This design comes from an exercise in tuning for small area, a short achievable clock period and few clock cycles per item on the open sky130 flow, not from production work. The RTL was checked by simulation tests, not by an equivalence proof against the original design. Power is estimated from default activity; no workload was simulated.

## si4464_rf_encoder
module si4464_rf_encoder #(
    parameter [31:0] FREQ_MIN_HZ    = 32'd400000000,
    parameter [31:0] FREQ_MAX_HZ    = 32'd406000000,
    parameter [31:0] BAND_MID_HZ    = 32'd403000000,
    parameter [7:0]  INT_LOW        = 8'd61,
    parameter [7:0]  INT_HIGH       = 8'd62,
    parameter [31:0] REF_DIVISOR_HZ = 32'd6500000,
    parameter [31:0] XTAL_FREQ_HZ   = 32'd26000000
) (
    input  wire        clk,
    input  wire        rst,         
    input  wire        in_valid,
    output wire        in_ready,
    input  wire [63:0] in_word,     
    input  wire [31:0] in_rb,       
    output reg         out_valid,
    input  wire        out_ready,
    output wire [3:0]  out_status,  
    output wire [2:0]  out_len,     
    output wire [39:0] out_data     
);
    wire [7:0]  opc     = in_word[63:56];
    wire        is_freq = (opc == 8'h11);
    wire        is_dr   = (opc == 8'h12) && (in_word[55:16] == 40'd0);
    wire [31:0] freq_hz = in_word[31:0];
    wire        hi_ok   = (freq_hz[31:28] == 4'd1) &&
                          (freq_hz[27] ? (freq_hz[26:22] == 5'd0) : (freq_hz[26:22] == 5'd31));
    wire [1:0]  osr_sel  = in_rb[27:26];
    wire [25:0] nco_mode = in_rb[25:0];
    wire        q_nz = (nco_mode >= 26'd26000000);     
    wire        q2   = (nco_mode >= 26'd52000000);     
    reg  [1:0]  t_in;
    always @(*) begin
  ...
For scale: ~110 flip-flops, ~10,000 µm² of cells after synthesis.
Settings: LEC_CHECK=0, CAP_MARGIN=20, CORE_MARGIN=2, CORE_UTILIZATION=40, PLACE_DENSITY=0.6, SLEW_MARGIN=20, SYNTH_HIERARCHICAL=1; clock period 70.0 ns.
standard.sh (not shown) runs the stock make flow with config.mk's settings and CLKGATE_MAP_FILE= SYNTH_SCRIPT=/design/flow/synth_recipe.tcl, a recipe that flattens the netlist after the stock synthesis.
==> flow/flow/run.sh <==
#!/bin/bash
# The standard layout: the standard.sh runs every ORFS step from
# synthesis to finish (its output is in standard.log, each tool's own log in
# orfs/logs/). Two settings differ from the defaults:
#  - the buffer ORFS puts on every input and output port is buf_1, the
#    smallest buffer, instead of clkdlybuf4s50_1;
#  - clock tree synthesis uses clkbuf_8 below a clkbuf_16 root and inserts
#    no dummy loads.
set -euo pipefail
export BUFFER_PORTS_ARGS="-buffer_cell sky130_fd_sc_hd__buf_1"
export CTS_ARGS="-sink_clustering_enable -repair_clock_nets -dont_use_dummy_load -buf_list sky130_fd_sc_hd__clkbuf_4 -root_buf sky130_fd_sc_hd__clkbuf_16"
bash standard.sh > standard.log 2>&1
The first run finished with timing, DRC and antenna clean.
Testbench counts at the start, summed over its fixed seeds: cycles 16,016, items 16,000.
Rerun with:
--- a/flow/flow/run.sh
+++ b/flow/flow/run.sh
@@ -11 +11 @@
-export CTS_ARGS="-sink_clustering_enable -repair_clock_nets -dont_use_dummy_load -buf_list sky130_fd_sc_hd__clkbuf_4 -root_buf sky130_fd_sc_hd__clkbuf_16"
+export CTS_ARGS="-sink_clustering_enable -repair_clock_nets -dont_use_dummy_load -buf_list sky130_fd_sc_hd__clkbuf_4 -sink_clustering_size 8 -sink_clustering_max_diameter 50 -root_buf sky130_fd_sc_hd__clkbuf_16"
What happened: The new run completed with no timing, DRC or antenna violations; fmax does not change; first-iteration DRC count is unchanged; critical path depth does not change; clock power barely changes; non-clock buffer count stays the same; power does not change; sequential share of layout area stays the same; synthesized cell count stays the same; worst setup slack does not change; hold slack is unchanged.
Rerun with:
--- a/flow/flow/run.sh
+++ b/flow/flow/run.sh
@@ -11 +11 @@
-export CTS_ARGS="-sink_clustering_enable -repair_clock_nets -dont_use_dummy_load -buf_list sky130_fd_sc_hd__clkbuf_4 -sink_clustering_size 8 -sink_clustering_max_diameter 50 -root_buf sky130_fd_sc_hd__clkbuf_16"
+export CTS_ARGS="-sink_clustering_enable -repair_clock_nets -dont_use_dummy_load -buf_list sky130_fd_sc_hd__clkbuf_8 -root_buf sky130_fd_sc_hd__clkbuf_16"
What happened: Utilization rises by 0.39 points; die area is unchanged; combinational power stays flat; clock-buffer cell count is unchanged; sequential power is about the same; flip-flop and latch count is unchanged; design area went up slightly; via count decreases slightly; final cell count is unchanged; register-to-register slack is about the same; clock power is higher by a quarter to a third.

-- afterwards: timing with drivers on the ports --
Ports are ideal in the flow. The routed layouts listed here were re-timed in OpenROAD. Step 1: set_driving_cell puts a clkbuf_16 on clk and a buf_2 on each other input, an assumption about the parent block. Step 2, shift: input delay + t, output delay - t, t = (earliest + latest rising clock arrival at the registers) / 2. This alone moves slack from input paths to output paths. a / b / c = ideal / step 1 / step 2; a / b = the first two.
run | shift t [ns] | setup slack, ns | slew at the worst register clock pin (ns) | worst data-port slew with drivers (ns)
the first run | 0.395 | 54.604 / 54.555 / 54.330 | 0.12 / 0.12 | 0.04
the second run | 0.395 | 54.604 / 54.555 / 54.330 | 0.12 / 0.12 | 0.04
the third run | 0.402 | 54.595 / 54.548 / 54.331 | 0.08 / 0.08 | 0.04
After both steps every run listed still meets setup and hold.
